This is an optimization exercise on Yosys and OpenROAD, whose aim is small area, a short achievable clock period and few clock cycles, not a production implementation.
In this exercise RTL edits were held to simulation tests only and were not proved equivalent to the original.
Power is estimated from default activity; no workload was simulated.

<file path="flow/constraint.sdc">
create_clock -name core_clock -period 10.0 [get_ports {clk}]
set_input_delay 2.0000 -clock core_clock [delete_from_list [all_inputs] [get_ports {clk}]]
set_output_delay 2.0000 -clock core_clock [all_outputs]
set_load 0.01 [all_outputs]
</file>
<file path="flow/run.sh">
#!/bin/bash
# synth_recipe.tcl (not shown) runs the flow's synth.tcl, then flattens the netlist and writes it again
# the make line also repeats each setting of config.mk as NAME=value (left out here)
make -C /OpenROAD-flow-scripts/flow DESIGN_CONFIG=/design/flow/config.mk WORK_HOME=/design/flow/orfs CLKGATE_MAP_FILE= SYNTH_SCRIPT=/design/flow/synth_recipe.tcl finish
</file>
<file path="flow/design.v">
module pwm_codec (
    input  wire        clk,
    input  wire        rst,           
    input  wire        cmd_valid,
    output wire        cmd_ready,
    input  wire [31:0] cmd,
    input  wire [63:0] op_a,
    input  wire [63:0] op_b,
    input  wire [63:0] op_c,
    output reg         rsp_valid,
    output reg  [3:0]  rsp_status,
    output reg  [63:0] rsp_r0,
    output wire [63:0] rsp_r1
);
    localparam WR = 82;               
    localparam WY = 79;               
    localparam [3:0] ST_OK             = 4'd0;
    localparam [3:0] ST_ILLEGAL_OP     = 4'd1;
    localparam [3:0] ST_ARG_RANGE      = 4'd2;
    localparam [3:0] ST_FREQ_NONPOS    = 4'd3;
    localparam [3:0] ST_CLOCK_NONPOS   = 4'd4;
    localparam [3:0] ST_PRESCALE_RANGE = 4'd5;
    localparam [3:0] ST_OVERFLOW       = 4'd6;
    localparam [WY-1:0] P21   = 79'd476837158203125;
    localparam [WY-1:0] K3    = P21 << 10;    
    localparam [WR-1:0] HALF4 = {3'd0, P21 << 8};    
    localparam [WY-1:0] DIV4  = P21 << 22;    
    localparam [63:0]   P9    = 64'd1953125;
    localparam [2:0] S_IDLE  = 3'd0;
    localparam [2:0] S_MUL   = 3'd2;
    localparam [2:0] S_NORM  = 3'd3;
    localparam [2:0] S_DIV   = 3'd4;
    localparam [2:0] S_MID   = 3'd5;
    localparam [2:0] S_FIN   = 3'd6;
    reg [2:0]    state, ns;
    reg          rdy;
    reg [2:0]    op;                  
    reg          ill;                 
    reg          chk;                 
    reg          ahi;                 
    reg          ph2;                 
    reg [3:0]    err;                 
    reg [WR-1:0] r;                   
    reg [WY-1:0] y;                   
    reg          xb;                  
    reg          yovf;                
    reg          qovf;                
    reg [6:0]    cnt;                 
    reg [12:0]   r1;                  
    wire [63:0] x = rsp_r0;           
    assign cmd_ready = rdy;
    assign rsp_r1    = {51'd0, r1};
    function [11:0] width_of;
        input [12:0] on_t;
        input [12:0] off_t;
        reg   [13:0] t;
        begin
            if (off_t > 13'd4095)
                width_of = 12'd0;
            else if (on_t > 13'd4095)
                width_of = 12'd4095;
            else if (on_t <= off_t)
                width_of = off_t[11:0] - on_t[11:0];
            else begin
                t = 14'd4096 + {1'b0, off_t} - {1'b0, on_t};
                width_of = t[11:0];
            end
        end
    endfunction
    function [25:0] from_width;
        input [12:0] w;
        input [12:0] d;
        reg   [13:0] off_t;
        begin
            if (w >= 13'd4095)
                from_width = {13'd4096, 13'd0};
            else if (w == 13'd0)
                from_width = {13'd0, 13'd4096};
            else begin
                off_t = {1'b0, d} + {1'b0, w};
                if (off_t > 14'd4095)
                    off_t = off_t - 14'd4096;
                from_width = {d, off_t[12:0]};
            end
        end
    endfunction
    wire         mul   = (state == S_MUL);
    wire         b_zero = (x[1] == x[0]) && (x[0] == xb);
    wire         b_neg = x[1] & ~(x[0] & xb);
    wire         b_two = (x[1] & ~x[0] & ~xb) | (~x[1] & x[0] & xb);
    wire          neg  = ~mul | b_neg;
    wire          two  = mul & b_two;
    wire [WR-1:0] opd  = two ? {{(WR-WY-1){1'b0}}, y, 1'b0} : {{(WR-WY){1'b0}}, y};
    wire [WR:0]   sum  = {1'b0, r} + {1'b0, neg ? ~opd : opd} + {{WR{1'b0}}, neg};
    wire          ge   = sum[WR];     
    wire          r_z  = ~|r;
    wire          y_z  = ~|y;
    wire          x_hz = ~|x[63:1];
    wire          r_big = ~r[WR-1] & (|r[WR-2:78]);    
    wire [63:0]  q    = {x[63:1], x[0] & ~r_z};
    wire         a_gt4096 = (|r[WR-1:13]) | (r[12] & |r[11:0]);
    wire         b_gt4096 = (|y[WY-1:13]) | (y[12] & |y[11:0]);
    wire         b_gt4095 = |y[WY-1:12];
    wire         x_gt4096 = (|x[63:13]) | (x[12] & |x[11:0]);
    wire [11:0]  w_res  = width_of(r[12:0], y[12:0]);
    wire [12:0]  fw_w   = op[2] ? r1 : r[12:0];
    wire [12:0]  fw_d   = op[2] ? q[12:0] : y[12:0];
    wire [25:0]  fw     = from_width(fw_w, fw_d);
    wire [8:0]   ps1    = {1'b0, op_a[7:0]} + 9'd1;
    wire [7:0]   pm1    = q[7:0] - 8'd1;
    wire [31:0]  c_w = cmd;
    wire         cmd_long = (c_w[31:4] == 28'd0) &&
                            (cmd[3:0] >= 4'd3) && (cmd[3:0] <= 4'd6);
    wire         cmd_ill  = (c_w[31:4] != 28'd0) ||
                            (cmd[3:0] == 4'd0) || (cmd[3:0] > 4'd6);
    reg  [3:0]   chk_st;
    always @(*) begin
        chk_st = 4'd0;
        case (op)
        3'd3:    if (r_z) chk_st = ST_FREQ_NONPOS;
                 else if (x_gt4096) chk_st = ST_ARG_RANGE;
        3'd4:    if (y_z) chk_st = ST_FREQ_NONPOS;
        3'd5:    if (ahi) chk_st = ST_PRESCALE_RANGE;
                 else if (y_z) chk_st = ST_CLOCK_NONPOS;
        default: if (r_z) chk_st = ST_FREQ_NONPOS;
                 else if (y_z) chk_st = ST_CLOCK_NONPOS;
        endcase
    end
    wire         chk_err = chk && (chk_st != 4'd0);
    wire         m_ovf   = r_big || (!b_zero && yovf);
    always @(*) begin
        ns = state;
        case (state)
        S_IDLE:  if (cmd_valid) ns = cmd_long ? S_MUL : S_FIN;
        S_MUL: begin
            if (chk_err)
                ns = S_FIN;
            else if (x_hz && !x[0] && !xb)
                ns = (op == 3'd4 && !ph2) ? S_MID : S_FIN;
            else if (m_ovf)
                ns = S_FIN;
            else if (x_hz)
                ns = (op == 3'd3 || op == 3'd5) ? S_NORM : S_DIV;
        end
        S_NORM: begin
            if (!ge)
                ns = (cnt == 7'd0) ? S_FIN : S_DIV;
            else if (op == 3'd5 && cnt == 7'd64)
                ns = S_FIN;
            else if (|y[77:70])
                ns = S_DIV;
        end
        S_DIV:   if (cnt == 7'd0) ns = (op == 3'd4 && !ph2) ? S_MID : S_FIN;
        S_MID: begin
            if ((|x[63:13]) || (q[12] && |q[11:0]))
                ns = S_FIN;
            else
                ns = S_MUL;
        end
        S_FIN:   ns = S_IDLE;
        default: ns = S_IDLE;
        endcase
    end
    always @(posedge clk) begin
        if (rst) begin
            state     <= S_IDLE;
            rdy       <= 1'b0;
            rsp_valid <= 1'b0;
        end else begin
            state     <= ns;
            rdy       <= (ns == S_FIN);
            rsp_valid <= 1'b0;
        end
        case (state)
        S_IDLE: begin
            op     <= cmd[2:0];
            ill    <= cmd_ill;
            ahi    <= |op_a[63:8];
            chk    <= 1'b1;
            ph2    <= 1'b0;
            err    <= 4'd0;
            xb     <= 1'b0;
            yovf   <= 1'b0;
            qovf   <= 1'b0;
            r1     <= {4'd0, ps1};
            case (cmd[2:0])
            3'd3: begin                                    
                r      <= {{(WR-64){1'b0}}, op_a};
                y      <= K3;
                rsp_r0 <= op_b;
            end
            3'd4: begin                                    
                r      <= HALF4;
                y      <= {{(WY-64){1'b0}}, op_b};
                rsp_r0 <= op_a;
            end
            3'd5: begin                                    
                r      <= {{(WR-11){1'b0}}, ps1, 2'b00};
                y      <= {{(WY-64){1'b0}}, op_b};
                rsp_r0 <= P9;
            end
            3'd6: begin                                    
                r      <= {{(WR-66){1'b0}}, op_a, 2'b00};
                y      <= {{(WY-64){1'b0}}, op_b};
                rsp_r0 <= P9;
            end
            default: begin                                 
                r      <= {{(WR-64){1'b0}}, op_a};
                y      <= {{(WY-64){1'b0}}, op_b};
                rsp_r0 <= op_a;
            end
            endcase
        end
        S_MUL: begin
            chk <= 1'b0;
            if (chk_err)
                err <= chk_st;
            else if (m_ovf)
                err <= (op == 3'd4) ? ST_ARG_RANGE :
                       (op == 3'd5) ? ST_OVERFLOW : ST_PRESCALE_RANGE;
            if (!b_zero)
                r <= sum[WR-1:0];
            rsp_r0 <= {2'b00, x[63:2]};
            xb     <= x[1];
            yovf   <= yovf | (|y[WY-1:WY-2]);
            cnt    <= 7'd0;
            if (x_hz) begin
                case (op)
                3'd3:    y <= {{(WY-65){1'b0}}, op_a, 1'b0};          
                3'd4:    begin y <= DIV4; cnt <= 7'd13; end
                3'd5:    y <= {{(WY-12){1'b0}}, r1[8:0], 3'b000};     
                default: begin y <= {{(WY-76){1'b0}}, op_a, 12'd0}; cnt <= 7'd9; end
                endcase
            end else
                y <= {y[WY-3:0], 2'b00};
        end
        S_NORM: begin
            if (!ge) begin
                y   <= {1'b0, y[WY-1:1]};
                cnt <= cnt - 7'd1;
            end else if (op == 3'd5 && cnt == 7'd64)
                err <= ST_OVERFLOW;
            else if (!(|y[77:70])) begin
                y   <= {y[WY-9:0], 8'd0};
                cnt <= cnt + 7'd8;
            end
        end
        S_DIV: begin
            if (ge)
                r <= sum[WR-1:0];
            rsp_r0 <= {x[62:0], ge};
            qovf   <= qovf | x[63];
            y      <= {1'b0, y[WY-1:1]};
            cnt    <= cnt - 7'd1;
        end
        S_MID: begin
            if ((|x[63:13]) || (q[12] && |q[11:0]))
                err <= ST_ARG_RANGE;
            r1     <= q[12:0];                        
            r      <= HALF4;
            y      <= {{(WY-64){1'b0}}, op_b};         
            rsp_r0 <= op_c;                           
            xb     <= 1'b0;
            yovf   <= 1'b0;
            ph2    <= 1'b1;
        end
        S_FIN: begin
            rsp_valid <= cmd_valid & ~rst;
            rsp_r0    <= 64'd0;
            r1        <= 13'd0;
            if (ill)
                rsp_status <= ST_ILLEGAL_OP;
            else if (err != 4'd0)
                rsp_status <= err;
            else case (op)
            3'd1: begin
                if (a_gt4096 || b_gt4096)
                    rsp_status <= ST_ARG_RANGE;
                else begin
                    rsp_status <= ST_OK;
                    rsp_r0     <= {52'd0, w_res};
                end
            end
            3'd2: begin
                if (a_gt4096 || b_gt4095)
                    rsp_status <= ST_ARG_RANGE;
                else begin
                    rsp_status <= ST_OK;
                    rsp_r0     <= {51'd0, fw[25:13]};
                    r1         <= fw[12:0];
                end
            end
            3'd4: begin
                if ((|x[63:13]) || q[12])
                    rsp_status <= ST_ARG_RANGE;
                else begin
                    rsp_status <= ST_OK;
                    rsp_r0     <= {51'd0, fw[25:13]};
                    r1         <= fw[12:0];
                end
            end
            3'd6: begin
                if ((|x[63:9]) || (q[8] && |q[7:0]) || (q[8:0] == 9'd0))
                    rsp_status <= ST_PRESCALE_RANGE;
                else begin
                    rsp_status <= ST_OK;
                    rsp_r0     <= {56'd0, pm1};
                end
            end
            default: begin  
                if (qovf)
                    rsp_status <= ST_OVERFLOW;
                else begin
                    rsp_status <= ST_OK;
                    rsp_r0     <= q;
                end
            end
            endcase
        end
        default: ;
        endcase
    end
endmodule
</file>
<file path="flow/config.mk">
export PLATFORM = sky130hd
export DESIGN_NAME = pwm_codec
export DESIGN_NICKNAME = pwm_codec
export VERILOG_FILES = /design/flow/design.v
export SDC_FILE = /design/flow/constraint.sdc
export NUM_CORES = 4
export LEC_CHECK = 0
export CAP_MARGIN = 20
export CORE_MARGIN = 2
export CORE_UTILIZATION = 40
export PLACE_DENSITY = 0.45
export SETUP_SLACK_MARGIN = 5
export SLEW_MARGIN = 20
</file>
==> results of run 1 <==
stage by stage:
step | worst slack, ns | utilization (%)
finish | 4.722 | 52.41
CTS | 4.927 | 50.77
global route | 4.563 | 52.40
detailed placement | 3.083 | 45.73
global placement | 3.373 | 45.73
floorplan | 4.564 | -
worst paths after layout:
check	cells past startpoint	startpoint	end
setup / recovery	25	rsp_r0[0]	y[17]
hold / removal	2	ill	rsp_status[0]
setup reg to reg	25	rsp_r0[0]	y[17]
hold reg to reg	2	ill	rsp_status[0]
worst max-delay path, cell delays in order (launching register included):
cell       delay [ns]
edfxtp_1         0.44
buf_6            0.15
ha_4             0.15
mux2i_4          0.20
nor2_4           0.09
buf_8            0.15
buf_8            0.14
mux2i_2          0.15
xnor2_1          0.25
ha_2             0.34
o21a_1           0.15
o221ai_2         0.17
a21bo_2          0.27
o221a_4          0.25
o2111ai_4        0.29
a31oi_4          0.17
a211oi_4         0.35
o21ai_4          0.17
buf_6            0.16
buf_6            0.13
nand3_4          0.10
nor2_4           0.06
nor2_4           0.22
buf_12           0.19
buf_6            0.11
buf_6            0.12
state kept, by name, indices dropped and copies added, names as in the netlist:
signal      cells
r              82
y              79
rsp_r0         64
r1             13
cnt             7
err             3
op              3
rsp_status      3
state           3
ahi             1
chk             1
ill             1
ph2             1
qovf            1
rdy             1
rsp_valid       1
xb              1
yovf            1
placed cells by master (no fill, tap or decap), types with 81 or more instances in the layout:
cell and n:
a21oi_1 333, nand2_1 311, clkdlybuf4s50_1 308, edfxtp_1 261, nor2_1 239, o21ai_0 213
xnor2_1 137, buf_4 131, inv_1 109, mux2i_1 88, a221oi_1 81
final cells by class:
cell class / count / area [um2] / share of cell area (%)
Inverter: 114 / 427.9 / 1.240
Multi-Input combinational cell: 2653 / 18400 / 53.31
Antenna cell: 4 / 10.01 / 0.02900
Sequential cell: 266 / 7943 / 23.01
Clock buffer: 50 / 1017 / 2.947
Tap cell: 864 / 1081 / 3.132
Clock inverter: 17 / 259.0 / 0.7503
Timing Repair Buffer: 507 / 5379 / 15.58
power groups by stage:
stage / Clock, mW / Combinational, mW / Sequential, mW
3_5_place_dp: 0 / 9.10 / 3.06
6_report: 1.48 / 11.2 / 3.19
5_1_grt: 1.52 / 11.9 / 3.16
2_1_floorplan: 0 / 6.29 / 2.59
4_1_cts: 1.47 / 10.2 / 3.07
3_3_place_gp: 0 / 9.06 / 3.07
cells by family after synthesis:
logic type	count (synthesis)	synth area share, %
buffers and inverters	457	7.448
adders and majority gates	118	5.630
DFF	266	29.81
xor gates and xnor gates	188	6.184
other	1	0.01408
and+or+nand+nor	932	16.10
muxes	120	4.572
AOI/OAI and AO/OA	1236	30.24
routing by layer:
layer	up-vias	global-route usage [%]	routed length (um)
li1	13020	-	-
met1	14980	53.74	56500
met2	2419	63.14	64880
met3	641	11.06	18210
met4	10	25.00	11090
met5	-	0.5556	149
what timing repair did:
action                                 in CTS  in global routing
gates resized for setup                   185                129
endpoints found under the hold margin       0                  0
cloned                                     22                 12
setup buffers                              73                 34
setup endpoints to repair                 318                283
pin swaps                                  44                 83
==> flow_summary.ini, run 1 <==
[run_status]
status = finished clean

[yosys]
synth_commonest_cells = a21oi_1 (344), nand2_1 (322), edfxtp_1 (261), nor2_1 (256), o21ai_0 (227)
ys.warnings.count = 1
yosysMostFrequentCell = a21oi_1
ys_seq_area_share_pct = 29.81
yosysTopAreaCellShare_pct = 29.44
yosysTopAreaCell = edfxtp_1
synth-edff-count = 261
synthesis.area_mm2 = 0.02663
synth-async-reset-ratio_pct = 0
synth.ff_latch_count = 266
synth_area_leaders = edfxtp_1 (29%), a21oi_1 (6.5%), ha_1 (5.4%)
synth_cell_types = 94
syn_avg_cell_area_um2 = 8.025
synth_flop_cell = edfxtp_1
synth_cells = 3318

[power_and_ir_drop]
p_int_mw = 7.614
power.total_mw = 15.85
combPwrFrac_pct = 70.6
p_leak_nw = 12.81
powerDensity_mw_per_mm2 = 459.3
power_frac_seq_pct = 20.1
clockPowerShare_pct = 9.3
switching_share_pct = 51.97
p_switching_mw = 8.239
peakVddDrop_mv = 0.2827

[sta]
min_period_ns = 5.278
slew-limit-headroom_pct = 23.32
worst_pin_slew_ns = 1.150
finClkSkew_ns = 0.02451
fmax_mhz = 189.5
slew_viol_final = 0
period_share_pct = 52.78
timing_hold_violations_final = 0
rsz0062_at_grt = yes
finalSetupTns_ns = 0
holdWs_ns = 0.6126
setup_violations = 0

[floorplan]
dieArea_mm2 = 0.06864
io_pins = 361
core_mm2 = 0.06586
fp-row-count = 94
die_h_um = 262
die_w_um = 262
start_util_pct = 40.43

[global_routing]
track_usage_pct = 41.88
antenna_found_initial = 6
grt_pass1_vias = 29180
grt_max_degree = 101
grt_overflow = 0
grt_pass1_wl_um = 209100

[setup_path]
crit_required_ns = 10.30
cp_max_fo = 8
cp-end-kind = register
critPathLaunchType = register
rrSetupSlack_ns = 4.72
arrival_ns = 5.58
path_class = register to register

[cts]
clockBufferDepth = 3
clockRootBuffer = clkbuf_16
clock_sink_count = 266
path_clk_slew_ns = 0.06
cts_tree = built
htree_levels = 2
holdBufCountCts = 0
numCtsBuffers = 37
clk_latency_ns = 0.59

[worst_hold_path]
hp-class = register to register

[routing]
wl_um = 150800
drtAntennaViolNets = 0
via_count = 31070
via_per_inst = 6.943
dr.pass1.iters = 13
drc = 0
drtIter0Drc = 5103
detail_route.wl_per_cell_um = 33.70

[place]
place_area_mm2 = 0.03012
place_congestion = 0.9526
place_inst = 4263
io_buffers = 308
post-dp-hpwl_um = 103000

[finish]
final_area_mm2 = 0.03452
syn_to_final_growth_pct = 29.65
fillers = 6229
drive_above_1_share_pct = 13.39
instances_no_fill = 4475
final_nets = 3924

[job]
drv_cap = 0
Testbench counts, summed over its fixed seeds: cycles 81,614.
==> inputs of run 2 (changes only) <==
--- a/flow/config.mk
+++ b/flow/config.mk
@@ -10,3 +10,2 @@
 export CORE_UTILIZATION = 40
-export PLACE_DENSITY = 0.45
 export SETUP_SLACK_MARGIN = 5
==> flow_summary.ini, run 2 <==
[power_and_ir_drop]
p_leak_nw = 12.53
peakVddDrop_mv = 0.1907
powerDensity_mw_per_mm2 = 445.0

[floorplan]
fp-row-count = 94
die_h_um = 262
start_util_pct = 40.43
io_pins = 361
core_mm2 = 0.06586
dieArea_mm2 = 0.06864
die_w_um = 262

[yosys]
ys_seq_area_share_pct = 29.81
ys.warnings.count = 1
synth-edff-count = 261
synth.area.mux_share_pct = 4.572
yosysTopAreaCell = edfxtp_1
synth_area_leaders = edfxtp_1 (29%), a21oi_1 (6.5%), ha_1 (5.4%)
synth.ff_latch_count = 266
syn_avg_cell_area_um2 = 8.025
synth-async-reset-ratio_pct = 0
synth_fa_ha_area_share_pct = 5.630
synth_cells = 3318
yosysMostFrequentCell = a21oi_1
synth_flop_cell = edfxtp_1
synth-xor-area-share_pct = 6.184
synth-compound-area-share_pct = 30.24
yosysTopAreaCellShare_pct = 29.44
synth_top_family_by_area = compound AO/OA/AOI/OAI gates
synth_commonest_cells = a21oi_1 (344), nand2_1 (322), edfxtp_1 (261), nor2_1 (256), o21ai_0 (227)
synth_cell_types = 94
synthesis.area_mm2 = 0.02663
yosys.area_share.simple_pct = 16.10

[setup_path]
crit_required_ns = 10.34
r2r_cells = 24
cpLargestDelayFamily = compound AO/OA/AOI/OAI gates
critPathBufInv = 7
arrival_ns = 5.55
critPathLaunchType = register
worst-path-stages = 24
path_class = register to register
cp-end-kind = register
cp_max_fo = 8
cp_slowest_cell = edfxtp_1
path_cells = inv_2 -> ha_4 -> mux2i_4 -> nor2_4 -> buf_8 -> buf_12 -> mux2i_1 -> xnor2_1 -> ha_2 -> a21oi_4 -> o21ai_4 -> a221oi_2 -> a21oi_2 -> o21bai_2 -> a31oi_4 -> a211oi_4 -> o21ai_4 -> buf_6 -> buf_12 -> nor2b_4 -> buf_4 -> buf_6 -> a222oi_1 -> nand2_1
slowest_delay_ns = 0.47

[global_routing]
grt_use_met2_pct = 55.47
track_usage_pct = 38.02
antenna_found_initial = 3
grt_max_degree = 101
grt_pass1_vias = 27980
busiest_layer = met2
grt_overflow = 0
grtUsageMet3_pct = 9.269
grt_pass1_wl_um = 192900
grt_use_met1_pct = 49.38

[finish]
syn_to_final_growth_pct = 26.41
top_regs = r x82, y x79, rsp_r0 x64
top_register = r
final_common_cell = a21oi_1
post-route-util_pct = 51.10
largest_reg_flops = 82
final_nets = 3908
final_cell_mix = a21oi_1 (334), nand2_1 (312), clkdlybuf4s50_1 (306), edfxtp_1 (261), nor2_1 (242)
fillers = 6334
drive_above_1_share_pct = 11.87

[sta]
timing_hold_violations_final = 0
finClkSkew_ns = 0.03077
slew_viol_final = 10
min_period_ns = 5.203
setup_violations = 0
rsz0062_at_grt = yes
finalSetupTns_ns = 0
worst_pin_slew_ns = 1.707
holdWs_ns = 0.6306
slew-limit-headroom_pct = -14.24
fmax_mhz = 192.2
period_share_pct = 52.03

[cts]
clockBufferDepth = 3
clock_sink_count = 266
clockRootBuffer = clkbuf_16
numCtsBuffers = 36
path_clk_slew_ns = 0.06
cts_tree = built
htree_levels = 2
clk_latency_ns = 0.60

[place]
post-dp-hpwl_um = 94310
io_buffers = 308
place_congestion = 0.9845

[worst_hold_path]
hp-class = register to register
min_path_cells = 1

[routing]
drc = 0
detail_route.wl_per_cell_um = 30.79
dr.pass1.iters = 10
via_count = 30290
via_per_inst = 6.796
wl_um = 137200
drtIter0Drc = 5129
drtAntennaViolNets = 0

[run_status]
status = complete, but fails checks
failed_checks = capacitance limit, slew limit

[job]
drv_cap = 1
[run 2: cell counts after synthesis]
Identical to the previous run, type by type.
[run 2: per-stage QoR]
step                power (mW)  worst slack [ns]  cell area (um2)  cells
finish                   14.98             4.797            33660   4457
global route             15.71             4.691            33660   4457
CTS                      13.83             4.932            32550   4398
detailed placement       11.81             2.645            30080   4260
global placement         11.82             2.721            30080   4260
floorplan                8.874             4.564            26920   3369
[run 2: cells by family (layout without fill, tap and decap cells)]
| logic type | after synthesis | count (layout) |
|---|---|---|
| and+or+nand+nor | 932 | 937 |
| other | 1 | 55 |
| adders and majority gates | 118 | 118 |
| xor gates and xnor gates | 188 | 188 |
| AOI/OAI and AO/OA | 1236 | 1242 |
| muxes | 120 | 120 |
| DFF | 266 | 266 |
| buffers and inverters | 457 | 667 |
[run 2: final timing paths]
check	from	endpoint	slack [ns]
worst min register to register	cnt[0]	cnt[0]	0.63
worst min-delay path	cnt[0]	cnt[0]	0.63
worst max register to register	rsp_r0[0]	y[18]	4.80
worst max-delay path	rsp_r0[0]	y[18]	4.80
[run 2: area by class of cell]
type	count	area (um2)	area share [%]
clock inverter	25	237.7	0.7063
tap	864	1081	3.212
sequential	266	7943	23.60
multi-input combinational	2657	18030	53.57
inverter	114	427.9	1.271
antenna	3	7.507	0.02230
timing repair buffer	488	5015	14.90
clock buffer	40	915.9	2.721
[run 2: metal layers]
layer  part of all wire, %  routed length [um]
met3                    12               16870
met5                     0                   0
met2                    42               57850
met1                    37               51320
met4                   8.2               11220
[run 2: power breakdown]
group / leakage (nW) / total, mW / switching, mW / internal (mW)
clock: 0.561 / 1.35 / 0.588 / 0.765
sequential: 2.79 / 3.17 / 1.09 / 2.08
combinational: 9.18 / 10.5 / 6.08 / 4.37
[run 2: timing repair]
item | 4_1_cts | 5_1_grt
resized for setup | 119 | 114
endpoints found under the hold margin | 0 | 0
gates cloned | 15 | 13
hold buffers | 0 | 0
pin swaps | 45 | 69
setup buffers | 58 | 43
endpoints found under the setup margin | 319 | 273
==> inputs of run 3 (changes only) <==
--- a/flow/design.v
+++ b/flow/design.v
@@ -26,3 +26,3 @@
     localparam [WR-1:0] HALF4 = {3'd0, P21 << 8};    
-    localparam [WY-1:0] DIV4  = P21 << 22;    
+    localparam [WY-1:0] DIV4  = P21 << 21;    
     localparam [63:0]   P9    = 64'd1953125;
@@ -52,42 +52,11 @@
     assign rsp_r1    = {51'd0, r1};
-    function [11:0] width_of;
-        input [12:0] on_t;
-        input [12:0] off_t;
-        reg   [13:0] t;
+    function [2:0] booth;
+        input x1, x0, xb;
         begin
-            if (off_t > 13'd4095)
-                width_of = 12'd0;
-            else if (on_t > 13'd4095)
-                width_of = 12'd4095;
-            else if (on_t <= off_t)
-                width_of = off_t[11:0] - on_t[11:0];
-            else begin
-                t = 14'd4096 + {1'b0, off_t} - {1'b0, on_t};
-                width_of = t[11:0];
-            end
+            booth = {x1 & ~(x0 & xb),
+                     (x1 & ~x0 & ~xb) | (~x1 & x0 & xb),
+                     (x1 == x0) && (x0 == xb)};
         end
     endfunction
-    function [25:0] from_width;
-        input [12:0] w;
-        input [12:0] d;
-        reg   [13:0] off_t;
-        begin
-            if (w >= 13'd4095)
-                from_width = {13'd4096, 13'd0};
-            else if (w == 13'd0)
-                from_width = {13'd0, 13'd4096};
-            else begin
-                off_t = {1'b0, d} + {1'b0, w};
-                if (off_t > 14'd4095)
-                    off_t = off_t - 14'd4096;
-                from_width = {d, off_t[12:0]};
-            end
-        end
-    endfunction
-    wire         mul   = (state == S_MUL);
-    wire         b_zero = (x[1] == x[0]) && (x[0] == xb);
-    wire         b_neg = x[1] & ~(x[0] & xb);
-    wire         b_two = (x[1] & ~x[0] & ~xb) | (~x[1] & x[0] & xb);
-    wire          neg  = ~mul | b_neg;
-    wire          two  = mul & b_two;
+    reg           neg, two, b_zero;
     wire [WR-1:0] opd  = two ? {{(WR-WY-1){1'b0}}, y, 1'b0} : {{(WR-WY){1'b0}}, y};
@@ -104,6 +73,11 @@
     wire         x_gt4096 = (|x[63:13]) | (x[12] & |x[11:0]);
-    wire [11:0]  w_res  = width_of(r[12:0], y[12:0]);
+    wire [11:0]  w_dif  = y[11:0] - r[11:0];
+    wire [11:0]  w_res  = y[12] ? 12'd0 : r[12] ? 12'd4095 : w_dif;
     wire [12:0]  fw_w   = op[2] ? r1 : r[12:0];
-    wire [12:0]  fw_d   = op[2] ? q[12:0] : y[12:0];
-    wire [25:0]  fw     = from_width(fw_w, fw_d);
+    wire [11:0]  fw_d   = op[2] ? q[11:0] : y[11:0];
+    wire [11:0]  fw_sum = fw_d + fw_w[11:0];
+    wire         fw_all = fw_w[12] | (&fw_w[11:0]);
+    wire         fw_nil = ~|fw_w;
+    wire [12:0]  fw_on  = fw_all ? 13'd4096 : fw_nil ? 13'd0 : {1'b0, fw_d};
+    wire [12:0]  fw_off = fw_all ? 13'd0 : fw_nil ? 13'd4096 : {1'b0, fw_sum};
     wire [8:0]   ps1    = {1'b0, op_a[7:0]} + 9'd1;
@@ -154,3 +128,3 @@
         S_MID: begin
-            if ((|x[63:13]) || (q[12] && |q[11:0]))
+            if ((|x[63:13]) || (q[12] && |q[11:0]) || (op_c == 64'd0))
                 ns = S_FIN;
@@ -173,2 +147,13 @@
         end
+        if (ns != S_MUL)
+            {neg, two, b_zero} <= 3'b101;
+        else if (state == S_MUL)
+            {neg, two, b_zero} <= booth(x[3], x[2], x[1]);
+        else if (state == S_MID)
+            {neg, two, b_zero} <= booth(op_c[1], op_c[0], 1'b0);
+        else case (cmd[2:0])
+            3'd3:    {neg, two, b_zero} <= booth(op_b[1], op_b[0], 1'b0);
+            3'd5, 3'd6: {neg, two, b_zero} <= booth(P9[1], P9[0], 1'b0);
+            default: {neg, two, b_zero} <= booth(op_a[1], op_a[0], 1'b0);
+        endcase
         case (state)
@@ -229,5 +214,5 @@
                 3'd3:    y <= {{(WY-65){1'b0}}, op_a, 1'b0};          
-                3'd4:    begin y <= DIV4; cnt <= 7'd13; end
-                3'd5:    y <= {{(WY-12){1'b0}}, r1[8:0], 3'b000};     
-                default: begin y <= {{(WY-76){1'b0}}, op_a, 12'd0}; cnt <= 7'd9; end
+                3'd4:    begin y <= DIV4; cnt <= 7'd12; end
+                3'd5:    begin y <= {{(WY-44){1'b0}}, r1[8:0], 35'd0}; cnt <= 7'd32; end  
+                default: begin y <= {{(WY-75){1'b0}}, op_a, 11'd0}; cnt <= 7'd8; end
                 endcase
@@ -288,4 +273,4 @@
                     rsp_status <= ST_OK;
-                    rsp_r0     <= {51'd0, fw[25:13]};
-                    r1         <= fw[12:0];
+                    rsp_r0     <= {51'd0, fw_on};
+                    r1         <= fw_off;
                 end
@@ -297,4 +282,4 @@
                     rsp_status <= ST_OK;
-                    rsp_r0     <= {51'd0, fw[25:13]};
-                    r1         <= fw[12:0];
+                    rsp_r0     <= {51'd0, fw_on};
+                    r1         <= fw_off;
                 end
--- a/flow/config.mk
+++ b/flow/config.mk
@@ -7,3 +7,3 @@
 export LEC_CHECK = 0
-export CAP_MARGIN = 20
+export CAP_MARGIN = 30
 export CORE_MARGIN = 2
@@ -11,2 +11,2 @@
 export SETUP_SLACK_MARGIN = 5
-export SLEW_MARGIN = 20
+export SLEW_MARGIN = 30
==> flow_summary.ini, run 3 <==
[run_status]
status = finished clean

[routing]
via_count = 29840
drc = 0
via_per_inst = 6.789
detail_route.wl_per_cell_um = 30.99
drtAntennaViolNets = 0
drtIter0Drc = 4993
wl_um = 136200
dr.pass1.iters = 9

[place]
io_buffers = 308
place_congestion = 0.9938
post-dp-hpwl_um = 99460
place_inst = 4311
dp_slack_ns = 3.390
place_area_mm2 = 0.03024

[global_routing]
grt_use_met2_pct = 56.74
grt_pass1_wl_um = 195300
grt_pass1_vias = 27830
track_usage_pct = 37.88
grt_overflow = 0
antenna_found_initial = 7
grt_use_met1_pct = 49.07
grt_max_degree = 80
busiest_layer = met2
grtUsageMet3_pct = 9.398

[power_and_ir_drop]
powerDensity_mw_per_mm2 = 412.2
p_leak_nw = 11.70
peakVddDrop_mv = 0.1832
power.total_mw = 13.17

[sta]
min_period_ns = 5.095
setup_slack_ns = 4.905
finalSetupTns_ns = 0
fmax_mhz = 196.3
period_share_pct = 50.95
slew-limit-headroom_pct = 29.92
worst_pin_slew_ns = 1.042
setup_violations = 0
finClkSkew_ns = 0.02834
rsz0062_at_grt = yes
timing_hold_violations_final = 0
slew_viol_final = 0

[setup_path]
critPathLaunchType = register
path_cells = nor4_1 -> nand4_1 -> nor3_1 -> nand3_1 -> a31oi_1 -> o31a_1 -> o41a_1 -> and3_1 -> o21ai_1 -> nor4_4 -> o311ai_1
cpLargestDelayFamily = simple AND/OR/NAND/NOR gates
critPathBufInv = 0
cp_max_fo = 7
cp-end-kind = register
path_class = register to register
crit_required_ns = 10.35
slowest_delay_ns = 0.70
arrival_ns = 5.45
cp_slowest_cell = nor4_1

[finish]
final_area_mm2 = 0.03194
largest_reg_flops = 82
instances_no_fill = 4395
fillers = 6510
top_register = r
syn_to_final_growth_pct = 19.31
drive_above_1_share_pct = 5.392
final_cell_mix = a21oi_1 (314), o21ai_0 (313), nand2_1 (310), clkdlybuf4s50_1 (307), nor2_1 (282)
final_common_cell = a21oi_1
final_nets = 3841
top_regs = r x82, y x79, rsp_r0 x64

[yosys]
synth-edff-count = 261
ys.warnings.count = 1
yosysTopAreaCellShare_pct = 29.28
ys_seq_area_share_pct = 29.87
synth_commonest_cells = a21oi_1 (318), nand2_1 (314), o21ai_0 (313), nor2_1 (288), edfxtp_1 (261)
synth-async-reset-ratio_pct = 0
synth_flop_cell = edfxtp_1
syn_avg_cell_area_um2 = 7.982
synth_cell_types = 88
yosysMostFrequentCell = a21oi_1
synthesis.area_mm2 = 0.02677
synth_area_leaders = edfxtp_1 (29%), a21oi_1 (5.9%), o21ai_0 (5.9%)
synth.ff_latch_count = 269
synth_cells = 3354
yosysTopAreaCell = edfxtp_1

[cts]
clock_sink_count = 269
holdBufCountCts = 0
clockRootBuffer = clkbuf_16
htree_levels = 2
numCtsBuffers = 37
clk_latency_ns = 0.59
clockBufferDepth = 3
path_clk_slew_ns = 0.06
cts_tree = built

[floorplan]
dieArea_mm2 = 0.06901
die_w_um = 262.7
fp-row-count = 94
core_mm2 = 0.06598
die_h_um = 262.7
start_util_pct = 40.58
io_pins = 361

[job]
drv_cap = 0

[worst_hold_path]
hp-class = register to register
[run 3: power breakdown]
group | switching [mW] | internal, mW | total (mW) | leakage [nW]
sequential | 1.07 | 2.04 | 3.10 | 2.81
combinational | 5.19 | 3.39 | 8.58 | 8.27
clock | 0.596 | 0.887 | 1.48 | 0.621
[run 3: cell families after synthesis]
| family | synth area share (%) |
|---|---|
| compound gates | 29.31 |
| xor+xnor | 6.118 |
| fa+ha+maj | 5.599 |
| buf+inv | 7.010 |
| flops | 29.87 |
| mux | 4.940 |
| other cells | 0.01401 |
| simple gates | 17.13 |
[run 3: what timing repair did]
action,CTS,global route
buffers inserted,6,4
resized for setup,27,18
endpoints found under the setup margin,302,196
pin swaps,4,3
[run 3: worst paths after layout]
kind / depth (start not counted) / to / start / slack [ns]
worst min-delay path: 1 / cnt[0] / cnt[0] / 0.60
worst max register to register: 11 / neg / y[20] / 4.91
worst max-delay path: 11 / neg / y[20] / 4.91
worst min register to register: 1 / cnt[0] / cnt[0] / 0.60
[run 3: worst reg2reg max path: stages (launching register included)]
cell	delay, ns
edfxtp_1	0.61
nor4_1	0.70
nand4_1	0.26
nor3_1	0.57
nand3_1	0.18
a31oi_1	0.34
o31a_1	0.38
o41a_1	0.38
and3_1	0.44
o21ai_1	0.26
nor4_4	0.40
o311ai_1	0.35
[run 3: routing by layer]
metal,share of wire [%],wire length (um)
met2,43,58070
met1,38,51870
met5,0.0066,9
met3,12,16110
met4,7.5,10150
[run 3: area by class of cell]
cell class / instances / area, um2 / share of cell area [%]
multi-input combinational: 2699 / 17390 / 54.44
timing repair buffer: 373 / 3725 / 11.66
clock buffer: 42 / 944.7 / 2.957
tap: 864 / 1081 / 3.384
antenna: 7 / 17.52 / 0.05484
clock inverter: 25 / 341.6 / 1.069
sequential: 269 / 8008 / 25.07
inverter: 116 / 435.4 / 1.363
[run 3: through the flow]
step           utilization, %  hold WS [ns]
2_1_floorplan               -        0.5377
3_3_place_gp            45.81        0.5800
3_5_place_dp            45.83        0.5851
4_1_cts                 48.13        0.5935
5_1_grt                 48.40        0.6036
6_report                48.41        0.5963
Testbench counts of run 3, summed over its fixed seeds: cycles 78,842.
==> inputs of run 4 (changes only) <==
--- a/flow/config.mk
+++ b/flow/config.mk
@@ -12 +12,2 @@
 export SLEW_MARGIN = 30
+export TNS_END_PERCENT = 5
==> flow_summary.ini, run 4 <==
[run_status]
status = finished clean

[place]
io_buffers = 308
place_inst = 4311
post-dp-hpwl_um = 98660
place_congestion = 1.012

[routing]
drtIter0Drc = 5389
detail_route.wl_per_cell_um = 31.21
dr.pass1.iters = 9
wl_um = 137200
via_count = 30240
via_per_inst = 6.878
drc = 0
drtAntennaViolNets = 0

[power_and_ir_drop]
powerDensity_mw_per_mm2 = 410.2
p_leak_nw = 11.68
peakVddDrop_mv = 0.2280
power.total_mw = 13.06

[floorplan]
dieArea_mm2 = 0.06901
die_w_um = 262.7
core_mm2 = 0.06598
start_util_pct = 40.58
die_h_um = 262.7
fp-row-count = 94
io_pins = 361

[yosys]
synth.ff_latch_count = 269
synthesis.area_mm2 = 0.02677
synth_cells = 3354
synth-edff-count = 261
synth_cell_types = 88
ys_seq_area_share_pct = 29.87
synth_commonest_cells = a21oi_1 (318), nand2_1 (314), o21ai_0 (313), nor2_1 (288), edfxtp_1 (261)
syn_avg_cell_area_um2 = 7.982
yosysTopAreaCell = edfxtp_1
synth-async-reset-ratio_pct = 0
yosysTopAreaCellShare_pct = 29.28
synth_flop_cell = edfxtp_1
synth_area_leaders = edfxtp_1 (29%), a21oi_1 (5.9%), o21ai_0 (5.9%)
yosysMostFrequentCell = a21oi_1
ys.warnings.count = 1

[global_routing]
grt_pass1_vias = 28250
antenna_found_initial = 8
grt_pass1_wl_um = 196200
track_usage_pct = 37.89
grt_overflow = 0
grt_max_degree = 81

[sta]
worst_pin_slew_ns = 1.056
rsz0062_at_grt = yes
slew-limit-headroom_pct = 29.62
slew_viol_final = 0
timing_hold_violations_final = 0
finalSetupTns_ns = 0
finClkSkew_ns = 0.05441
setup_violations = 0
fmax_mhz = 205.5
min_period_ns = 4.867
period_share_pct = 48.67

[setup_path]
critPathLaunchType = register
path_class = register to register
cp-end-kind = register
cp_max_fo = 4
crit_required_ns = 10.31
arrival_ns = 5.17

[cts]
clockRootBuffer = clkbuf_16
numCtsBuffers = 37
cts_tree = built
path_clk_slew_ns = 0.06
clockBufferDepth = 3
holdBufCountCts = 0
htree_levels = 2
clk_latency_ns = 0.61
clock_sink_count = 269

[finish]
fillers = 6521
drive_above_1_share_pct = 5.500
largest_reg_flops = 82
final_common_cell = a21oi_1
syn_to_final_growth_pct = 18.88
seq_area_mm2 = 0.008008
top_regs = r x82, y x79, rsp_r0 x64
top_register = r
instances_no_fill = 4396
multi_input_area_mm2 = 0.01741
final_nets = 3846
final_cell_mix = a21oi_1 (315), o21ai_0 (310), nand2_1 (309), clkdlybuf4s50_1 (305), nor2_1 (281)

[job]
drv_cap = 0

[worst_hold_path]
hp-class = register to register
run 4: cell types whose count changed in the layout (fill, tap and decap cells not counted), moves of 3 or more:
cell / change
buf_12: -6
buf_4: +6
bufinv_16: -6
clkinv_2: +3
o21ai_0: -3
run 4: worst paths after layout:
| kind | start | end | slack [ns] | depth (start not counted) |
|---|---|---|---|---|
| hold reg to reg | yovf | yovf | 0.59 | 2 |
| setup / recovery | r[78] | r1[10] | 5.13 | 18 |
| setup reg to reg | r[78] | r1[10] | 5.13 | 18 |
| hold / removal | yovf | yovf | 0.59 | 2 |
run 4: power breakdown:
group	leakage (nW)	total, mW	switching (mW)	internal, mW
Combinational	8.30	8.63	5.23	3.40
Sequential	2.81	3.09	1.05	2.04
Clock	0.567	1.34	0.591	0.753
Total	11.7	13.1	6.87	6.19
run 4: per-layer routing:
layer / global-route usage (%) / wire (um) / vias up
li1: - / - / 12890
met1: 48.65 / 51070 / 14330
met2: 55.97 / 57460 / 2447
met3: 10.20 / 17660 / 558
met4: 24.45 / 10840 / 8
met5: 1.109 / 142 / -
run 4: kinds of logic (layout without fill, tap and decap cells):
kind of cell | count (synthesis) | count (layout) | synth area share (%)
AOI/OAI and AO/OA | 1218 | 1219 | 29.31
and+or+nand+nor | 993 | 994 | 17.13
buffers and inverters | 437 | 557 | 7.010
DFF | 269 | 269 | 29.87
xor gates and xnor gates | 187 | 187 | 6.118
muxes | 131 | 131 | 4.940
adders and majority gates | 118 | 118 | 5.599
other | 1 | 57 | 0.01401
run 4: what timing repair did:
action | CTS | global route
gates cloned | 2 | 2
resized for setup | 27 | 22
endpoints found under the setup margin | 246 | 187
pin swaps | 3 | 3
buffers inserted | 5 | 6
run 4: metrics by stage:
step	hold slack, ns	setup WS (ns)	utilization, %	cell area, um2
after detailed placement	0.5695	3.206	45.85	30250
final	0.5886	5.133	48.24	31830
after floorplan	0.5377	4.955	-	27010
after CTS	0.5851	4.977	47.93	31630
after global placement	0.5681	3.230	45.82	30230
after global routing	0.6325	4.986	48.23	31820
run 4: worst max-delay path, stage by stage, from the launching register on:
cell and delay (ns):
edfxtp_1 0.43, nor3_4 0.49, nand4_1 0.37, or3_1 0.60
o21ai_4 0.27, mux2i_2 0.17, ha_1 0.28, fa_1 0.43
a21oi_1 0.16, nor2_1 0.06, nor2_1 0.15, o21bai_1 0.11
a21oi_2 0.18, o21bai_1 0.08, a21oi_1 0.24, o21bai_1 0.10
a21oi_1 0.22, xor2_1 0.16, o22ai_1 0.09
run 4: cell type report:
| class | instances | area share (%) |
|---|---|---|
| well taps | 864 | 3.397 |
| multi-input cells | 2701 | 54.69 |
| diodes | 5 | 0.03931 |
| flip-flops and latches | 269 | 25.16 |
| repair buffers | 376 | 11.73 |
| inverters | 116 | 1.368 |
| clock inverters | 21 | 0.5268 |
| clock buffers | 44 | 3.090 |
==> inputs of run 5 (changes only) <==
==> flow/flow/run.sh (new file) <==
#!/bin/bash
# The standard layout (standard.sh, all steps to finish), except that the
# buffers buffer_ports puts on every input and output port are buf_1 cells.
set -e
export BUFFER_PORTS_ARGS="-buffer_cell sky130_fd_sc_hd__buf_1"
bash standard.sh > standard.log 2>&1
==> flow/standard.sh (new file) <==
#!/bin/bash
# synth_recipe.tcl (not shown) runs the flow's synth.tcl, then flattens the netlist and writes it again
# the make line also repeats each setting of config.mk as NAME=value (left out here)
make -C /OpenROAD-flow-scripts/flow DESIGN_CONFIG=/design/flow/config.mk WORK_HOME=/design/flow/orfs CLKGATE_MAP_FILE= SYNTH_SCRIPT=/design/flow/synth_recipe.tcl "${@:-finish}"
--- a/flow/config.mk
+++ b/flow/config.mk
@@ -12,2 +12 @@
 export SLEW_MARGIN = 30
-export TNS_END_PERCENT = 5
removed: flow/run.sh
==> flow_summary.ini, run 5 <==
[yosys]
synth-edff-count = 261
synth_fa_ha_area_share_pct = 5.599
yosysTopAreaCellShare_pct = 29.28
ys_seq_area_share_pct = 29.87
ys.warnings.count = 1
synth-xor-area-share_pct = 6.118
synth_cells = 3354
yosysMostFrequentCell = a21oi_1
synth_flop_cell = edfxtp_1
synth.ff_latch_count = 269
synth_commonest_cells = a21oi_1 (318), nand2_1 (314), o21ai_0 (313), nor2_1 (288), edfxtp_1 (261)
synth-async-reset-ratio_pct = 0
synth-compound-area-share_pct = 29.31
yosys.area_share.simple_pct = 17.13
yosysTopAreaCell = edfxtp_1
synth_cell_types = 88
synth_area_leaders = edfxtp_1 (29%), a21oi_1 (5.9%), o21ai_0 (5.9%)
synth.area.mux_share_pct = 4.940
syn_avg_cell_area_um2 = 7.982
synthesis.area_mm2 = 0.02677
synth_top_family_by_area = compound AO/OA/AOI/OAI gates

[sta]
setup_violations = 0
timing_hold_violations_final = 0
rsz0062_at_grt = yes
fmax_mhz = 200.3
finalSetupTns_ns = 0
slew_viol_final = 0
finClkSkew_ns = 0.01640
worst_pin_slew_ns = 1.139
slew-limit-headroom_pct = 24.06
period_share_pct = 49.92
min_period_ns = 4.992

[power_and_ir_drop]
p_leak_nw = 10.85
combPwrFrac_pct = 65.6
powerDensity_mw_per_mm2 = 428.7
clockPowerShare_pct = 10.4
switching_share_pct = 53.19
power_frac_seq_pct = 24.0
peakVddDrop_mv = 0.1806
p_int_mw = 6.006
p_switching_mw = 6.824

[cts]
clockBufferDepth = 3
holdBufCountCts = 0
cts_tree = built
htree_levels = 2
path_clk_slew_ns = 0.06
clock_sink_count = 269
numCtsBuffers = 36
clockRootBuffer = clkbuf_16
clk_latency_ns = 0.58

[finish]
drive_above_1_share_pct = 5.694
final_cell_mix = a21oi_1 (317), o21ai_0 (311), nand2_1 (310), buf_1 (306), nor2_1 (281)
final_nets = 3851
top_regs = r x82, y x79, rsp_r0 x64
fillers = 6707
top_register = r
syn_to_final_growth_pct = 11.79
final_common_cell = a21oi_1
instances_no_fill = 4397
post-route-util_pct = 45.36
largest_reg_flops = 82

[setup_path]
cp_slowest_cell = dfxtp_4
cp-end-kind = register
rrSetupSlack_ns = 5.01
cpLargestDelayFamily = compound AO/OA/AOI/OAI gates
crit_required_ns = 10.36
cp_max_fo = 17
path_cells = buf_4 -> mux2i_1 -> xnor2_1 -> ha_1 -> a21o_1 -> a211o_1 -> o221ai_4 -> a21oi_2 -> o311ai_4 -> a31oi_1 -> a211oi_4 -> clkbuf_16 -> mux2i_2 -> o21ai_1 -> nor4_4 -> o311ai_0
slowest_delay_ns = 0.49
worst-path-stages = 16
arrival_ns = 5.35
r2r_end = b_zero
critPathLaunchType = register
critPathBufInv = 2
path_class = register to register
r2r-start = two
r2r_cells = 16

[worst_hold_path]
min_path_cells = 1
hp-class = register to register
hold_start = cnt[0]
min_to = cnt[0]

[global_routing]
grt_pass1_wl_um = 192000
grt_max_degree = 89
grt_pass1_vias = 27560
antenna_found_initial = 4
grt_overflow = 0
track_usage_pct = 37.12

[floorplan]
die_w_um = 262.7
core_mm2 = 0.06598
fp-row-count = 94
die_h_um = 262.7
io_pins = 361
start_util_pct = 40.58
dieArea_mm2 = 0.06901

[run_status]
status = finished clean

[routing]
drtIter0Drc = 4998
drc = 0
drtAntennaViolNets = 0
dr.pass1.iters = 9
via_count = 30300
detail_route.wl_per_cell_um = 30.72
via_per_inst = 6.891
wl_um = 135100

[place]
io_buffers = 308
place_inst = 4314
place_congestion = 1.001
post-dp-hpwl_um = 97250

[job]
drv_cap = 0
-- run 5: power by group through the flow --
| stage | Clock, mW | Sequential [mW] | Combinational [mW] |
|---|---|---|---|
| detailed placement | 0 | 3.00 | 7.93 |
| CTS | 1.33 | 2.99 | 8.06 |
| finish | 1.33 | 3.08 | 8.42 |
| global route | 1.37 | 3.06 | 9.13 |
| floorplan | 0 | 2.51 | 5.93 |
| global placement | 0 | 3.01 | 7.94 |
-- run 5: layout make-up --
class	count	area, um2	share of cell area [%]
antenna	3	7.507	0.02508
clock buffer	46	979.7	3.274
clock inverter	16	150.1	0.5017
inverter	116	435.4	1.455
multi-input combinational	2701	17430	58.24
sequential	269	8008	26.76
tap	864	1081	3.612
timing repair buffer	382	1836	6.133
-- run 5: per-layer routing --
layer	global-route usage [%]	part of all wire, %	routed length [um]
met5	0	0.0089	12
met4	24.32	7.9	10680
met3	8.340	12	16860
met2	55.04	42	56760
met1	48.49	38	50740
-- run 5: timing repair --
| action | in CTS | in global routing |
|---|---|---|
| cloned | 2 | 2 |
| pin swaps | 3 | 6 |
| gates resized for setup | 22 | 26 |
| buffers inserted | 4 | 9 |
| endpoints found under the setup margin | 271 | 222 |
-- run 5: cells by family after synthesis --
family,Yosys count
buffers and inverters,437
XOR/XNOR,187
adder cells (fa/ha/maj),118
other,1
AO/OA/AOI/OAI,1218
flip-flops,269
AND/OR/NAND/NOR,993
multiplexers,131
-- run 5: worst max path at each step --
stage            from  slack, ns  endpoint
5_1_grt           two       4.96    b_zero
2_1_floorplan     two       5.00      r[0]
4_1_cts          y[4]       4.99    b_zero
3_3_place_gp   cmd[1]       3.71       neg
6_report          two       5.01    b_zero
3_5_place_dp   cmd[1]       3.63       neg
-- run 5: stage by stage --
| stage | hold WS (ns) | area, um2 | power, mW | worst slack, ns |
|---|---|---|---|---|
| 6_report | 0.6020 | 29930 | 12.83 | 5.008 |
| 5_1_grt | 0.6059 | 29930 | 13.55 | 4.957 |
| 4_1_cts | 0.6025 | 29660 | 12.38 | 4.990 |
| 3_5_place_dp | 0.5888 | 28340 | 10.93 | 3.627 |
| 3_3_place_gp | 0.5891 | 28330 | 10.95 | 3.714 |
| 2_1_floorplan | 0.5377 | 27010 | 8.445 | 5.004 |
==> inputs of run 6 (changes only) <==
--- a/flow/config.mk
+++ b/flow/config.mk
@@ -12 +12,2 @@
 export SLEW_MARGIN = 30
+export TNS_END_PERCENT = 5
==> flow_summary.ini, run 6 <==
[cts]
cts_tree = built
clock_sink_count = 269
clk_latency_ns = 0.60
path_clk_slew_ns = 0.06
numCtsBuffers = 37
htree_levels = 2
holdBufCountCts = 0
clockRootBuffer = clkbuf_16
clockBufferDepth = 3

[floorplan]
io_pins = 361
fp-row-count = 94
core_mm2 = 0.06598
dieArea_mm2 = 0.06901
die_w_um = 262.7
die_h_um = 262.7
start_util_pct = 40.58

[yosys]
synth-async-reset-ratio_pct = 0
yosysTopAreaCell = edfxtp_1
yosysTopAreaCellShare_pct = 29.28
synth-edff-count = 261
synth_commonest_cells = a21oi_1 (318), nand2_1 (314), o21ai_0 (313), nor2_1 (288), edfxtp_1 (261)
synth_flop_cell = edfxtp_1
syn_avg_cell_area_um2 = 7.982
synth_area_leaders = edfxtp_1 (29%), a21oi_1 (5.9%), o21ai_0 (5.9%)
ys.warnings.count = 1
ys_seq_area_share_pct = 29.87
synth.ff_latch_count = 269
synth_cell_types = 88
synthesis.area_mm2 = 0.02677
synth_cells = 3354
yosysMostFrequentCell = a21oi_1

[global_routing]
grt_pass1_wl_um = 193100
grt_overflow = 0
grt_use_met1_pct = 49.11
grt_pass1_vias = 27550
grtUsageMet3_pct = 8.237
grt_use_met2_pct = 55.54
track_usage_pct = 37.40
busiest_layer = met2
antenna_found_initial = 7
grt_max_degree = 89

[sta]
timing_hold_violations_final = 0
finClkSkew_ns = 0.03615
slew-limit-headroom_pct = 25.80
fmax_mhz = 204.0
min_period_ns = 4.901
slew_viol_final = 0
worst_pin_slew_ns = 1.103
setup_violations = 0
holdWs_ns = 0.5947
rsz0062_at_grt = yes
finalSetupTns_ns = 0
period_share_pct = 49.01

[finish]
final_common_cell = a21oi_1
largest_reg_flops = 82
top_register = r
top_regs = r x82, y x79, rsp_r0 x64
syn_to_final_growth_pct = 12.64
final_cell_mix = a21oi_1 (315), o21ai_0 (313), nand2_1 (310), buf_1 (306), nor2_1 (280)
final_area_mm2 = 0.03016
fillers = 6640
final_nets = 3854
drive_above_1_share_pct = 5.994

[setup_path]
arrival_ns = 5.24
path_class = input pin to register
cp_max_fo = 29
cp-startpoint = cmd[0]
critPathLaunchType = input pin
crit_required_ns = 10.34
r2r-start = y[21]
cp-end-kind = register

[power_and_ir_drop]
power.total_mw = 12.95
powerDensity_mw_per_mm2 = 429.3
peakVddDrop_mv = 0.1836
p_leak_nw = 10.93

[routing]
drc = 0
via_count = 30190
wl_um = 134800
drtAntennaViolNets = 0
dr.pass1.iters = 11
drtIter0Drc = 5384
detail_route.wl_per_cell_um = 30.56
via_per_inst = 6.842

[worst_hold_path]
hp-class = register to register
hold_start = cnt[0]

[place]
post-dp-hpwl_um = 97790
io_buffers = 308
place_congestion = 1.015
place_area_mm2 = 0.02837

[run_status]
status = finished clean

[job]
drv_cap = 0
run 6: cell counts after synthesis:
Identical to the previous run, type by type.
run 6: final cells by class:
cell class | count | area (um2) | area share, %
Inverter | 116 | 435.4 | 1.444
Sequential cell | 269 | 8008 | 26.55
Clock inverter | 19 | 279.0 | 0.9253
Antenna cell | 11 | 27.53 | 0.09128
Clock buffer | 48 | 1039 | 3.444
Multi-Input combinational cell | 2700 | 17400 | 57.71
Tap cell | 864 | 1081 | 3.585
Timing Repair Buffer | 385 | 1883 | 6.245
run 6: where the power goes:
group	internal [mW]	switching [mW]	total [mW]
clock network	0.893	0.609	1.50
logic	3.17	5.22	8.39
registers	2.04	1.02	3.05
total	6.10	6.84	12.9
run 6: kinds of logic (layout without fill, tap and decap cells):
kind of cell | Yosys count | count (layout) | share of synthesized area, %
flops | 269 | 269 | 29.87
simple gates | 993 | 993 | 17.13
mux | 131 | 131 | 4.940
compound gates | 1218 | 1219 | 29.31
fa+ha+maj | 118 | 118 | 5.599
other cells | 1 | 63 | 0.01401
buf+inv | 437 | 568 | 7.010
xor+xnor | 187 | 187 | 6.118
run 6: critical path, stage by stage:
cell and delay [ns]:
buf_1 0.46, inv_1 0.25, or3_1 0.75, nand3_1 0.20, buf_4 0.39, nand2_1 0.29
buf_4 0.34, a222oi_1 0.40, nand2_1 0.09
run 6: what timing repair did:
action                     CTS  global route
gates resized for setup     21            20
setup endpoints to repair  277           207
gates cloned                 1             0
setup buffers                3            15
pin swaps                    1             8
run 6: routing by layer:
metal	wire, um	part of all wire [%]
met5	34	0.025
met4	10370	7.7
met3	16310	12
met2	56930	42
met1	51180	38
run 6: worst paths after layout:
path / end / slack, ns / cells past startpoint
worst max-delay path: y[5] / 5.10 / 9
worst min-delay path: cnt[0] / 0.59 / 1
worst max register to register: neg / 5.12 / 11
worst min register to register: cnt[0] / 0.59 / 1
run 6: metrics by stage:
step / utilization [%] / std cells / worst slack [ns]
2_1_floorplan: - / 3405 / 4.955
3_3_place_gp: 42.93 / 4314 / 3.878
3_5_place_dp: 43.00 / 4315 / 3.805
4_1_cts: 45.27 / 4386 / 4.895
5_1_grt: 45.68 / 4405 / 4.927
6_report: 45.70 / 4412 / 5.099
==> inputs of run 7 (changes only) <==
--- a/flow/config.mk
+++ b/flow/config.mk
@@ -10,4 +10,4 @@
 export CORE_UTILIZATION = 40
+export CTS_BUF_LIST = sky130_fd_sc_hd__clkbuf_4 sky130_fd_sc_hd__clkbuf_8
 export SETUP_SLACK_MARGIN = 5
 export SLEW_MARGIN = 30
-export TNS_END_PERCENT = 5
==> flow_summary.ini, run 7 <==
[run_status]
status = finished clean

[setup_path]
r2r-start = r[63]
worst-path-stages = 9
r2r_cells = 18
critPathBufInv = 4
cpLargestDelayFamily = buffers and inverters
critPathLaunchType = input pin
cp_slowest_cell = or3_1
cp_max_fo = 29
slowest_delay_ns = 0.74
r2r_end = r1[10]
path_cells = buf_2 -> inv_1 -> or3_1 -> nand3_1 -> buf_4 -> nand2_1 -> buf_4 -> a222oi_1 -> o21ai_1
cp-end-kind = register
cp-startpoint = cmd[1]
critical_path.endpoint = y[60]
arrival_ns = 5.35
path_class = input pin to register
cp_common_cell = buf_4
crit_required_ns = 10.42
rrSetupSlack_ns = 5.09

[floorplan]
die_h_um = 262.7
fp-row-count = 94
die_w_um = 262.7
core_mm2 = 0.06598
io_pins = 361
dieArea_mm2 = 0.06901
start_util_pct = 40.58

[routing]
drtAntennaViolNets = 0
wl_um = 134800
via_count = 30330
via_per_inst = 6.840
drtIter0Drc = 4833
drc = 0
detail_route.wl_per_cell_um = 30.39
dr.pass1.iters = 8

[yosys]
yosysMostFrequentCell = a21oi_1
synth.ff_latch_count = 269
ys_seq_area_share_pct = 29.87
yosysTopAreaCellShare_pct = 29.28
synth_area_leaders = edfxtp_1 (29%), a21oi_1 (5.9%), o21ai_0 (5.9%)
synthesis.area_mm2 = 0.02677
synth-edff-count = 261
synth_cell_types = 88
ys.warnings.count = 1
syn_avg_cell_area_um2 = 7.982
yosysTopAreaCell = edfxtp_1
synth_cells = 3354
synth-async-reset-ratio_pct = 0
synth_flop_cell = edfxtp_1
synth_commonest_cells = a21oi_1 (318), nand2_1 (314), o21ai_0 (313), nor2_1 (288), edfxtp_1 (261)

[finish]
top_regs = r x82, y x79, rsp_r0 x64
final_nets = 3869
syn_to_final_growth_pct = 11.48
final_common_cell = a21oi_1
post-route-util_pct = 45.23
fillers = 6747
largest_reg_flops = 82
top_register = r
drive_above_1_share_pct = 6.622
final_area_mm2 = 0.02984
final_cell_mix = a21oi_1 (316), o21ai_0 (311), nand2_1 (310), buf_1 (306), nor2_1 (281)

[power_and_ir_drop]
power.total_mw = 12.66
peakVddDrop_mv = 0.1794
powerDensity_mw_per_mm2 = 424.3
p_leak_nw = 10.86

[job]
drv_cap = 0

[global_routing]
track_usage_pct = 37.12
grt_max_degree = 89
antenna_found_initial = 10
grt_pass1_vias = 27770
grt_pass1_wl_um = 191900
grt_overflow = 0

[cts]
path_clk_slew_ns = 0.06
clockRootBuffer = clkbuf_8
clockBufferDepth = 3
clk_latency_ns = 0.70
cts_tree = built
holdBufCountCts = 0
numCtsBuffers = 53
htree_levels = 2
clock_sink_count = 269

[worst_hold_path]
hp-class = register to register
min_path_cells = 1

[sta]
setup_slack_ns = 5.077
finClkSkew_ns = 0.03903
fmax_mhz = 203.1
setup_violations = 0
finalSetupTns_ns = 0
slew_viol_final = 0
worst_pin_slew_ns = 1.021
rsz0062_at_grt = yes
period_share_pct = 49.23
slew-limit-headroom_pct = 31.90
min_period_ns = 4.923
timing_hold_violations_final = 0

[place]
io_buffers = 308
dp_slack_ns = 3.627
post-dp-hpwl_um = 97250
place_area_mm2 = 0.02834
place_congestion = 1.001
[run 7: cell counts after synthesis]
Identical to the previous run, type by type.
[run 7: worst min-delay path by stage]
stage	startpoint	to	slack, ns
after floorplan	yovf	yovf	0.54
final	cnt[0]	cnt[0]	0.60
after detailed placement	ill	rsp_status[0]	0.59
after global routing	cnt[0]	cnt[0]	0.61
after global placement	cnt[0]	cnt[0]	0.59
after CTS	cnt[0]	cnt[0]	0.60
[run 7: power by group]
part	total (mW)	leakage, nW	switching [mW]	internal, mW
Sequential	3.07	2.81	1.03	2.04
Clock	1.20	0.568	0.571	0.630
Combinational	8.39	7.48	5.20	3.19
Total	12.7	10.9	6.80	5.86
[run 7: timing repair]
item                       4_1_cts  5_1_grt
pin swaps                        2        7
setup buffers                    2       12
gates cloned                     2        2
setup endpoints to repair      270      219
resized for setup               22       20
[run 7: kinds of logic after synthesis]
logic type / after synthesis / synth area share (%)
adders and majority gates: 118 / 5.599
muxes: 131 / 4.940
DFF: 269 / 29.87
xor gates and xnor gates: 187 / 6.118
buffers and inverters: 437 / 7.010
AOI/OAI and AO/OA: 1218 / 29.31
other: 1 / 0.01401
and+or+nand+nor: 993 / 17.13
[run 7: cell type report]
type,count,area [um2],share of cell area [%]
multi-input cells,2701,17390,58.26
flip-flops and latches,269,8008,26.83
repair buffers,383,1863,6.242
well taps,864,1081,3.622
clock buffers,79,949.7,3.182
inverters,116,435.4,1.459
clock inverters,16,105.1,0.3522
diodes,6,15.01,0.05031
[run 7: stage by stage]
stage / hold WS [ns] / std cells
floorplan: 0.5377 / 3405
global placement: 0.5891 / 4314
detailed placement: 0.5888 / 4314
CTS: 0.6022 / 4413
global route: 0.6056 / 4434
finish: 0.6037 / 4434
[run 7: layer usage]
metal / up-vias / global-route usage, % / share of wire, %
met2: 2409 / 55.01 / 42
met1: 14410 / 48.61 / 38
met3: 541 / 7.937 / 12
li1: 12970 / - / -
met5: - / 0.8316 / 0.074
met4: 6 / 24.51 / 8.1
==> inputs of run 8 (changes only) <==
--- a/flow/config.mk
+++ b/flow/config.mk
@@ -13 +13,2 @@
 export SLEW_MARGIN = 30
+export TNS_END_PERCENT = 5
==> flow_summary.ini, run 8 <==
[floorplan]
die_w_um = 262.7
start_util_pct = 40.58
fp-row-count = 94
io_pins = 361
dieArea_mm2 = 0.06901
die_h_um = 262.7
core_mm2 = 0.06598

[sta]
min_period_ns = 5.149
slew-limit-headroom_pct = 24.52
rsz0062_at_grt = yes
period_share_pct = 51.49
finClkSkew_ns = 0.04264
setup_violations = 0
finalSetupTns_ns = 0
worst_pin_slew_ns = 1.132
fmax_mhz = 194.2
timing_hold_violations_final = 0
slew_viol_final = 0

[place]
io_buffers = 308
post-dp-hpwl_um = 97790
place_inst = 4315
place_congestion = 1.015
place_area_mm2 = 0.02837

[finish]
fillers = 6716
instances_no_fill = 4436
final_nets = 3868
final_cell_mix = a21oi_1 (315), o21ai_0 (313), nand2_1 (310), buf_1 (307), nor2_1 (280)
syn_to_final_growth_pct = 11.54
post-route-util_pct = 45.26
largest_reg_flops = 82
final_area_mm2 = 0.02986
drive_above_1_share_pct = 6.539
final_common_cell = a21oi_1
top_regs = r x82, y x79, rsp_r0 x64
top_register = r

[global_routing]
antenna_found_initial = 12
grt_pass1_wl_um = 193700
grt_max_degree = 89
grt_pass1_vias = 27700
track_usage_pct = 37.54
grt_overflow = 0

[setup_path]
cp-end-kind = register
critPathLaunchType = register
cp_slowest_cell = nor4_1
arrival_ns = 5.67
slowest_delay_ns = 0.81
path_class = register to register
cp_max_fo = 7
crit_required_ns = 10.52
path_cells = nor4_1 -> nand4_1 -> nor3_1 -> nand3_1 -> a31oi_1 -> o31a_1 -> o41a_1 -> and3_1 -> o21ai_1 -> nor4_2 -> o311ai_1

[cts]
clockBufferDepth = 3
clk_latency_ns = 0.72
cts_tree = built
clock_sink_count = 269
clockRootBuffer = clkbuf_8
path_clk_slew_ns = 0.06
htree_levels = 2
numCtsBuffers = 55

[yosys]
synth_area_leaders = edfxtp_1 (29%), a21oi_1 (5.9%), o21ai_0 (5.9%)
yosysTopAreaCellShare_pct = 29.28
synth_commonest_cells = a21oi_1 (318), nand2_1 (314), o21ai_0 (313), nor2_1 (288), edfxtp_1 (261)
synth-async-reset-ratio_pct = 0
ys.warnings.count = 1
synth.ff_latch_count = 269
synth_cells = 3354
synth_cell_types = 88
synthesis.area_mm2 = 0.02677
synth_flop_cell = edfxtp_1
synth-edff-count = 261
yosysMostFrequentCell = a21oi_1
yosysTopAreaCell = edfxtp_1
syn_avg_cell_area_um2 = 7.982
ys_seq_area_share_pct = 29.87

[run_status]
status = finished clean

[worst_hold_path]
hp-class = register to register

[routing]
via_count = 30100
wl_um = 135200
dr.pass1.iters = 9
via_per_inst = 6.786
detail_route.wl_per_cell_um = 30.49
drc = 0
drtIter0Drc = 5128
drtAntennaViolNets = 0

[power_and_ir_drop]
p_leak_nw = 10.85
power.total_mw = 12.64
peakVddDrop_mv = 0.1567
powerDensity_mw_per_mm2 = 423.3

[job]
drv_cap = 0
## run 8: cell type report
| cell class | instances | area [um2] | share of cell area [%] |
|---|---|---|---|
| Multi-Input combinational cell | 2700 | 17360 | 58.14 |
| Sequential cell | 269 | 8008 | 26.82 |
| Timing Repair Buffer | 381 | 1876 | 6.281 |
| Tap cell | 864 | 1081 | 3.620 |
| Clock buffer | 79 | 980.9 | 3.285 |
| Inverter | 116 | 435.4 | 1.458 |
| Clock inverter | 18 | 96.34 | 0.3226 |
| Antenna cell | 9 | 22.52 | 0.07542 |
## run 8: routing by layer
metal	track usage (%)	wire length [um]
met2	55.18	56800
met3	9.314	16250
met1	48.83	51490
met4	24.77	10610
met5	0	92
## run 8: worst paths after layout
path / from / endpoint / slack (ns) / cells past startpoint
hold / removal: cnt[0] / cnt[0] / 0.59 / 1
hold reg to reg: cnt[0] / cnt[0] / 0.59 / 1
setup / recovery: y[22] / neg / 4.85 / 11
setup reg to reg: y[22] / neg / 4.85 / 11
## run 8: stage by stage
| step | setup slack [ns] | hold slack, ns |
|---|---|---|
| after floorplan | 4.955 | 0.5377 |
| after global placement | 3.878 | 0.5667 |
| after global routing | 4.740 | 0.6069 |
| after CTS | 4.941 | 0.5819 |
| final | 4.851 | 0.5905 |
| after detailed placement | 3.805 | 0.5651 |
## run 8: what timing repair did
action,CTS,global route
gates resized for setup,21,13
buffers inserted,6,7
gates cloned,2,0
endpoints found under the setup margin,277,213
hold buffers,0,0
pin swaps,1,6
## run 8: critical path: cells and delay by family, from the launching register on
| kind | cells | cell delay, ns |
|---|---|---|
| AND/OR/NAND/NOR | 6 | 2.73 |
| flip-flops | 1 | 0.55 |
| AO/OA/AOI/OAI | 5 | 1.67 |
## run 8: logic make-up (layout without fill, tap and decap cells)
kind of cell,count (synthesis),count (layout),synth area share (%)
AOI/OAI and AO/OA,1218,1219,29.31
and+or+nand+nor,993,993,17.13
buffers and inverters,437,594,7.010
DFF,269,269,29.87
xor gates and xnor gates,187,187,6.118
muxes,131,131,4.940
adders and majority gates,118,118,5.599
other,1,61,0.01401
## run 8: power breakdown
group | internal, mW | switching [mW] | leakage, nW
Sequential | 2.04 | 1.03 | 2.81
Clock | 0.628 | 0.590 | 0.570
Combinational | 3.16 | 5.19 | 7.47
Total | 5.83 | 6.81 | 10.9

## re-timing with driven ports
Ports are ideal in the flow. The routed layouts listed here were re-timed in OpenROAD. Step 1 (the two cells are an assumption about what drives the block):
set clk [get_ports {clk}]
set_driving_cell -lib_cell sky130_fd_sc_hd__clkbuf_16 $clk
set_driving_cell -lib_cell sky130_fd_sc_hd__buf_2 [delete_from_list [all_inputs] $clk]
Step 2, shift: input delay + t, output delay - t, t = (earliest + latest rising clock arrival at the registers) / 2. This alone moves slack from input paths to output paths. Three values: ideal, step 1, step 2; two values: the first two.
run	t (ns)	setup slack, ns	worst register clock-pin slew, ns	worst data-port slew with drivers (ns)	pins driven straight from the clock port
run 1	0.649	4.722 / 4.722 / 4.548	0.07 / 0.07	0.08	1
run 2	0.661	4.797 / 4.797 / 4.656	0.06 / 0.06	0.10	1
run 3	0.653	4.905 / 4.905 / 4.331	0.06 / 0.06	0.10	1
run 4	0.648	5.133 / 5.133 / 4.612	0.07 / 0.07	0.10	1
run 5	0.641	5.008 / 5.008 / 4.590	0.07 / 0.07	0.12	1
run 6	0.650	5.099 / 5.076 / 4.426	0.07 / 0.07	0.12	1
run 7	0.742	5.077 / 5.085 / 4.355	0.08 / 0.08	0.12	1
run 8	0.766	4.851 / 4.851 / 4.356	0.07 / 0.07	0.13	1
For run 7, which loses most, drivers alone change the setup slack by +0.008 ns; drivers and shift together by -0.722 ns.
